Context: an optimization exercise on an open-source flow, tuned for small area. The choices shown serve that exercise and are no tape-out recipe.
Function was checked by simulation only, so behaviour that the tests miss may differ from the original.
Power and IR drop assume default switching activity.

## v26
// fuzix_glue
module fuzix_glue (
    input  wire        clk,
    input  wire        rst,              
    input  wire        store_open,
    input  wire        store_writable,
    input  wire [40:0] store_size,
    input  wire        bus_valid,
    input  wire        bus_rd,           
    input  wire        bus_sync,         
    input  wire [15:0] bus_addr,
    input  wire [7:0]  bus_wdata,
    output reg         data_drive,       
    output reg  [7:0]  data_out,         
    input  wire        tick,
    output wire        irq,
    output wire        mem_re,
    output wire        mem_we,
    output wire [15:0] mem_addr,
    output wire [7:0]  mem_wdata,
    input  wire [7:0]  mem_rdata,
    output wire        st_re,
    output wire        st_we,
    output wire [40:0] st_addr,
    output wire [7:0]  st_wdata,
    input  wire [7:0]  st_rdata
);
Size: ~110 flip-flops, ~180 I/O pins.
==> flow/config.mk <==
export PLATFORM = sky130hd
export DESIGN_NAME = fuzix_glue
export DESIGN_NICKNAME = fuzix_glue
export VERILOG_FILES = /design/flow/design.v
export SDC_FILE = /design/flow/constraint.sdc
export NUM_CORES = 4
export LEC_CHECK = 0
export CAP_MARGIN = 20
export CORE_MARGIN = 2
export CORE_UTILIZATION = 40
export SLEW_MARGIN = 20
==> flow/constraint.sdc <==
create_clock -name core_clock -period 10.0 [get_ports {clk}]
set_input_delay 2.0000 -clock core_clock [delete_from_list [all_inputs] [get_ports {clk}]]
set_output_delay 2.0000 -clock core_clock [all_outputs]
set_load 0.01 [all_outputs]
standard.sh (not shown) runs the stock make flow with config.mk's settings and CLKGATE_MAP_FILE= SYNTH_SCRIPT=/design/flow/synth_recipe.tcl, a recipe that flattens the netlist after the stock synthesis.
==> flow/flow/run.sh <==
#!/bin/bash
# The standard ORFS layout with three changes:
#  - synthesis maps the logic with an area-oriented ABC script
#    (flow/abc_area.script) in place of ORFS's speed script; everything
#    else in synthesis (registers, flattening, renaming) is the standard flow's own;
#  - the port buffers are the smallest buffer cell;
#  - the clock tree uses small clock buffers and no dummy loads.
set -euo pipefail
HERE=$PWD
# ORFS synth.tcl, with the ABC script replaced
sed 's#^source \$::env(SCRIPTS_DIR)/synth_preamble.tcl#&\nset abc_args [lreplace $abc_args 1 1 '"$HERE"'/flow/abc_area.script]#' \
    "$FLOW_HOME/scripts/synth.tcl" > my_synth_body.tcl
grep -q abc_area.script my_synth_body.tcl
# The standard flow's synthesis wrapper, sourcing the copy above
sed 's#source \$::env(SCRIPTS_DIR)/synth.tcl#source '"$HERE"'/my_synth_body.tcl#' synth_recipe.tcl > my_synth_recipe.tcl
grep -q my_synth_body.tcl my_synth_recipe.tcl
# standard.sh, with the synthesis script swapped
sed 's#SYNTH_SCRIPT=[^ ]*#SYNTH_SCRIPT='"$HERE"'/my_synth_recipe.tcl#' standard.sh > my_standard.sh
grep -q my_synth_recipe.tcl my_standard.sh
export BUFFER_PORTS_ARGS="-buffer_cell sky130_fd_sc_hd__buf_1"
export CTS_ARGS="-sink_clustering_enable -repair_clock_nets -dont_use_dummy_load -buf_list {sky130_fd_sc_hd__clkbuf_8} -sink_clustering_size 30 -sink_clustering_max_diameter 200"
bash my_standard.sh finish > standard.log 2>&1
==> flow/flow/abc_area.script <==
&get -n
&st
&deepsyn -T 60
&syn2
&dch -f
&nf -R 1000
&put
Edits applied to the flow inputs when going from v26 to v43:
diff --git a/flow/flow/run.sh b/flow/flow/run.sh
--- a/flow/flow/run.sh
+++ b/flow/flow/run.sh
@@ -21 +21 @@
-export CTS_ARGS="-sink_clustering_enable -repair_clock_nets -dont_use_dummy_load -buf_list {sky130_fd_sc_hd__clkbuf_8} -sink_clustering_size 30 -sink_clustering_max_diameter 200"
+export CTS_ARGS="-sink_clustering_enable -repair_clock_nets -dont_use_dummy_load -buf_list {sky130_fd_sc_hd__clkbuf_4 sky130_fd_sc_hd__clkbuf_8}"
==> flow/flow/abc_area.script <==
&get -n
&st
&deepsyn -T 60
&syn2
&dch -f
&nf -R 1000
&st
&syn2
&dch -f
&nf -R 1000
&put
==> comparison <==
Delta (v43 minus v26): ratio of final minimum period to clock period rose by 1.4 points, first-iteration DRC count rose by about 40%, hold slack stayed essentially flat. Sequential share of cell area ended up 0.17 points higher on v43 than on v26. v43 and v26 all finish clean. v43 vs. v26: power per cell area went up by 0.67%, relative area change from synthesis to final layout was more or less identical.
--- input diff v43..v46 ---
==> flow/flow/abc_area.script <==
&get -n
&st
&deepsyn -T 60
&dch -f
&nf -R 1000
&put
Findings:
v46 vs v43 — critical path data required time rose 2210 ps. Diff v43 -> v46: clock transition at the registers of the reported paths increased by 20 ps relative to the old numbers, design area higher, fmax moved down, area fraction in compound gates after synthesis increased 4.2 points, combinational-cell power consumption moved up. A critical path capture point of st_re is what v43 shows, while u_disk.pos[40]$_SDFF_PP0_ belongs to v46. The higher number of cells after detailed placement of v43 and v46 is in v46.

* * *

The RTL this note starts from:
==> flow/design.v <==
module glue_timer (
    input  wire       clk,
    input  wire       rst,         
    input  wire       wr_en,       
    input  wire [2:0] wr_off,      
    input  wire [7:0] wr_data,
    input  wire       tick,
    output wire [7:0] count,       
    output wire       irq
);
    reg [15:0] ticks;
    reg [7:0]  target;
    reg        paused;
    reg        irq_q;
    wire w_tgt   = wr_en && wr_off == 3'd0;
    wire w_rst   = wr_en && wr_off == 3'd2;
    wire w_trig  = wr_en && wr_off == 3'd3;
    wire w_pause = wr_en && wr_off == 3'd4;
    wire w_cont  = wr_en && wr_off == 3'd5;
    wire clr = w_tgt || w_rst || w_trig;
    wire [15:0] n_ticks  = clr ? 16'd0 : ticks;
    wire [7:0]  n_target = w_tgt ? wr_data : target;
    wire        n_paused = w_pause || (paused && !clr && !w_cont);
    wire        n_irq    = w_trig || (irq_q && !(w_tgt || w_rst || w_cont));
    wire [15:0] t    = n_ticks + 16'd1;
    wire        tz   = n_target == 8'd0;
    wire        fire = tz ? !t[15] : (t[7:0] == n_target);
    wire        go   = tick && !n_paused;
    always @(posedge clk) begin
        if (rst) begin
            ticks  <= 16'd0;
            target <= 8'd255;
            paused <= 1'b1;
            irq_q  <= 1'b0;
        end else begin
            target <= n_target;
            paused <= n_paused;
            if (go && fire) begin
                ticks <= tz ? t : 16'd0;
                irq_q <= 1'b1;
            end else begin
                ticks <= go ? t : n_ticks;
                irq_q <= n_irq;
            end
        end
    end
    assign count = ticks[7:0];
    assign irq   = irq_q;
endmodule
module glue_disk (
    input  wire        clk,
    input  wire        rst,              
    input  wire        store_open,
    input  wire        store_writable,
    input  wire [40:0] store_size,
    input  wire        wr_en,            
    input  wire        rd_en,            
    input  wire [2:0]  off,              
    input  wire [7:0]  wr_data,
    output wire [7:0]  rd_data,          
    output wire [40:0] st_addr,
    output wire        st_re,
    output wire        st_we,
    output wire [7:0]  st_wdata,
    input  wire [7:0]  st_rdata
);
    reg        status;       
    reg        seeked;
    reg [7:0]  param0, param1, param2, param3;
    reg [40:0] pos;
    wire        le  = off[1];
    reg  [41:0] cc;
    integer     i;
    always @(*) begin
        cc[0] = le;
        for (i = 0; i < 41; i = i + 1)
            cc[i+1] = (store_size[i] & ~pos[i]) | (store_size[i] & cc[i]) |
                      (~pos[i] & cc[i]);
    end
    wire        cmp = cc[41];
    wire data_rd = rd_en && off == 3'd5;
    wire data_wr = wr_en && off == 3'd5;
    assign st_addr  = pos;
    assign st_re    = store_open && data_rd && cmp;
    assign st_we    = store_open && data_wr && store_writable && cmp;
    assign st_wdata = wr_data;
    wire data_ok = st_re || st_we;
    wire cmd     = wr_en && off == 3'd0 && store_open;
    wire select  = cmd && wr_data == 8'h00;
    wire seek    = cmd && wr_data == 8'h01;
    wire stat_nok = seeked ? !cmp : status;
    assign rd_data = {7'd0, rd_en && off == 3'd6 && stat_nok} |
                     ((rd_en && off == 3'd5 && st_re) ? st_rdata : 8'h00);
    always @(posedge clk) begin
        if (rst) begin
            status <= !store_open;
            seeked <= 1'b0;
            pos    <= 41'd0;
        end else begin
            if (seek) begin
                seeked <= 1'b1;
                pos    <= {param3, param2, param1, param0, 9'd0};
            end else begin
                if (select || data_rd || data_wr) begin
                    seeked <= 1'b0;
                    status <= !select && !data_ok;
                end
                pos <= pos + {40'd0, data_ok};
            end
        end
        if (rst || (wr_en && off == 3'd1)) param0 <= rst ? 8'd0 : wr_data;
        if (rst || (wr_en && off == 3'd2)) param1 <= rst ? 8'd0 : wr_data;
        if (rst || (wr_en && off == 3'd3)) param2 <= rst ? 8'd0 : wr_data;
        if (rst || (wr_en && off == 3'd4)) param3 <= rst ? 8'd0 : wr_data;
    end
endmodule
module fuzix_glue (
    input  wire        clk,
    input  wire        rst,              
    input  wire        store_open,
    input  wire        store_writable,
    input  wire [40:0] store_size,
    input  wire        bus_valid,
    input  wire        bus_rd,           
    input  wire        bus_sync,         
    input  wire [15:0] bus_addr,
    input  wire [7:0]  bus_wdata,
    output reg         data_drive,       
    output reg  [7:0]  data_out,         
    input  wire        tick,
    output wire        irq,
    output wire        mem_re,
    output wire        mem_we,
    output wire [15:0] mem_addr,
    output wire [7:0]  mem_wdata,
    input  wire [7:0]  mem_rdata,
    output wire        st_re,
    output wire        st_we,
    output wire [40:0] st_addr,
    output wire [7:0]  st_wdata,
    input  wire [7:0]  st_rdata
);
    wire page_fe   = bus_addr[15:8] == 8'hFE && !bus_addr[4] && !bus_addr[3];
    wire in_disk   = page_fe && bus_addr[7:5] == 3'b011 && bus_addr[2:0] != 3'd7;
    wire in_timer  = page_fe && bus_addr[7:5] == 3'b100 &&
                     !(bus_addr[2] && bus_addr[1]);
    wire in_mem    = !in_disk && !in_timer;
    wire [2:0] off = bus_addr[2:0];
    wire cyc = bus_valid && !rst;
    wire rd  = cyc && bus_rd;
    wire wr  = cyc && !bus_rd;
    assign mem_re    = rd && in_mem;
    assign mem_we    = wr && in_mem;
    assign mem_addr  = bus_addr;
    assign mem_wdata = bus_wdata;
    wire [7:0] timer_count;
    glue_timer u_timer (
        .clk     (clk),
        .rst     (rst),
        .wr_en   (wr && in_timer),
        .wr_off  (off),
        .wr_data (bus_wdata),
        .tick    (tick),
        .count   (timer_count),
        .irq     (irq)
    );
    wire [7:0] disk_rdata;
    glue_disk u_disk (
        .clk            (clk),
        .rst            (rst),
        .store_open     (store_open),
        .store_writable (store_writable),
        .store_size     (store_size),
        .wr_en          (wr && in_disk),
        .rd_en          (rd && in_disk),
        .off            (off),
        .wr_data        (bus_wdata),
        .rd_data        (disk_rdata),
        .st_addr        (st_addr),
        .st_re          (st_re),
        .st_we          (st_we),
        .st_wdata       (st_wdata),
        .st_rdata       (st_rdata)
    );
    wire [7:0] rdata = in_disk  ? disk_rdata :
                       in_timer ? (off == 3'd1 ? timer_count : 8'h00) :
                                  mem_rdata;
    always @(posedge clk) begin
        if (rst)
            data_drive <= 1'b0;
        else if (bus_valid)
            data_drive <= bus_rd;
        if (bus_valid)
            data_out <= rdata;
    end
endmodule
export LEC_CHECK = 0
export CAP_MARGIN = 20
export CORE_MARGIN = 2
export CORE_UTILIZATION = 40
export SLEW_MARGIN = 20
create_clock -name core_clock -period 10.0 [get_ports {clk}]
==> flow/flow/run.sh <==
#!/bin/bash
# Standard ORFS layout, with the port buffers made from the smallest buffer
# cell instead of the default pick.
set -euo pipefail
export BUFFER_PORTS_ARGS="-buffer_cell sky130_fd_sc_hd__buf_1"
bash standard.sh finish > standard.log 2>&1
Edit:
==> flow/flow/run.sh (replaced) <==
#!/bin/bash
# The standard ORFS layout with three changes:
#  - synthesis maps the logic with an area-oriented ABC script
#    (flow/abc_area.script) in place of ORFS's speed script; everything
#    else in synthesis (registers, flattening, renaming) is the standard flow's own;
#  - the port buffers are the smallest buffer cell;
#  - the clock tree uses small clock buffers and no dummy loads.
set -euo pipefail
HERE=$PWD
# ORFS synth.tcl, with the ABC script replaced
sed 's#^source \$::env(SCRIPTS_DIR)/synth_preamble.tcl#&\nset abc_args [lreplace $abc_args 1 1 '"$HERE"'/flow/abc_area.script]#' \
    "$FLOW_HOME/scripts/synth.tcl" > my_synth_body.tcl
grep -q abc_area.script my_synth_body.tcl
# The standard flow's synthesis wrapper, sourcing the copy above
sed 's#source \$::env(SCRIPTS_DIR)/synth.tcl#source '"$HERE"'/my_synth_body.tcl#' synth_recipe.tcl > my_synth_recipe.tcl
grep -q my_synth_body.tcl my_synth_recipe.tcl
# standard.sh, with the synthesis script swapped
sed 's#SYNTH_SCRIPT=[^ ]*#SYNTH_SCRIPT='"$HERE"'/my_synth_recipe.tcl#' standard.sh > my_standard.sh
grep -q my_synth_recipe.tcl my_standard.sh
export BUFFER_PORTS_ARGS="-buffer_cell sky130_fd_sc_hd__buf_1"
export CTS_ARGS="-sink_clustering_enable -repair_clock_nets -dont_use_dummy_load -buf_list {sky130_fd_sc_hd__clkbuf_4 sky130_fd_sc_hd__clkbuf_8}"
bash my_standard.sh finish > standard.log 2>&1
==> flow/flow/abc_area.script (new file) <==
&get -n
&st
&deepsyn -T 120
&dch -f
&nf -R 1000
&put
Effect: Now the flow completed and failed the layout checks on negative setup slack. Non-clock buffer count came out higher by 68. Routed wire length came out lower by 14%. Register-to-register slack got worse by 6.8 ns. Count of clock-buffer cells in the layout does not change.
Edit:
==> flow/flow/run.sh (replaced) <==
#!/bin/bash
# Standard ORFS layout, with the port buffers made from the smallest buffer
# cell instead of the default pick, and a clock tree of small buffers
# without dummy loads.
set -euo pipefail
export BUFFER_PORTS_ARGS="-buffer_cell sky130_fd_sc_hd__buf_1"
export CTS_ARGS="-sink_clustering_enable -repair_clock_nets -dont_use_dummy_load -buf_list {sky130_fd_sc_hd__clkbuf_4 sky130_fd_sc_hd__clkbuf_8}"
bash standard.sh finish > standard.log 2>&1
removed: flow/flow/abc_area.script
What happened: Now the flow ran to the end with no violations. Core utilization goes down by 11 points. Clock skew goes up by 0.014 ns. Register-to-register slack gets better by 6.8 ns. Setup slack gets better by 6.5 ns. Fmax goes up by 86%.

## afterwards: timing with drivers on the ports
The flow's constraints put no driver on any port. The routed layouts listed below were extracted and timed again, unchanged, in two steps.
Step 1 sets driving cells, clkbuf_16 on the clock port and buf_2 on the other inputs (assumed; they add their load-dependent delay and slew).
Step 2, shift: input delay + t, output delay - t, t = (earliest + latest rising clock arrival at the registers) / 2. This alone moves slack from input paths to output paths.
a / b / c = ideal / step 1 / step 2; a / b = the first two.
run | t (ns) | slack for setup (ns) | worst hold slack (ns) | slew at the worst register clock pin (ns) | pins driven straight from the clock port
v26 | 0.396 | 0.973 / 0.952 / 0.897 | 0.447 / 0.447 / 0.447 | 0.10 / 0.10 | 1
v43 | 0.389 | 0.831 / 0.806 / 0.606 | 0.448 / 0.448 / 0.448 | 0.11 / 0.11 | 1
v46 | 0.393 | 0.264 / 0.262 / -0.131 | 0.448 / 0.448 / 0.448 | 0.11 / 0.11 | 1
the first run of note 2 | 0.400 | 2.416 / 2.439 / 2.039 | 0.502 / 0.502 / 0.502 | 0.08 / 0.08 | 1
the second run of note 2 | 0.394 | -4.038 / -4.053 / -4.447 | 0.438 / 0.438 / 0.438 | 0.10 / 0.10 | 1
the third run of note 2 | 0.416 | 2.446 / 2.460 / 2.044 | 0.489 / 0.489 / 0.489 | 0.11 / 0.11 | 1
Met with ideal ports but missed after step 2: setup timing in v46. The setup slack of the second run of note 2, which loses most, moves by -0.015 ns with the drivers and by -0.409 ns with both steps.
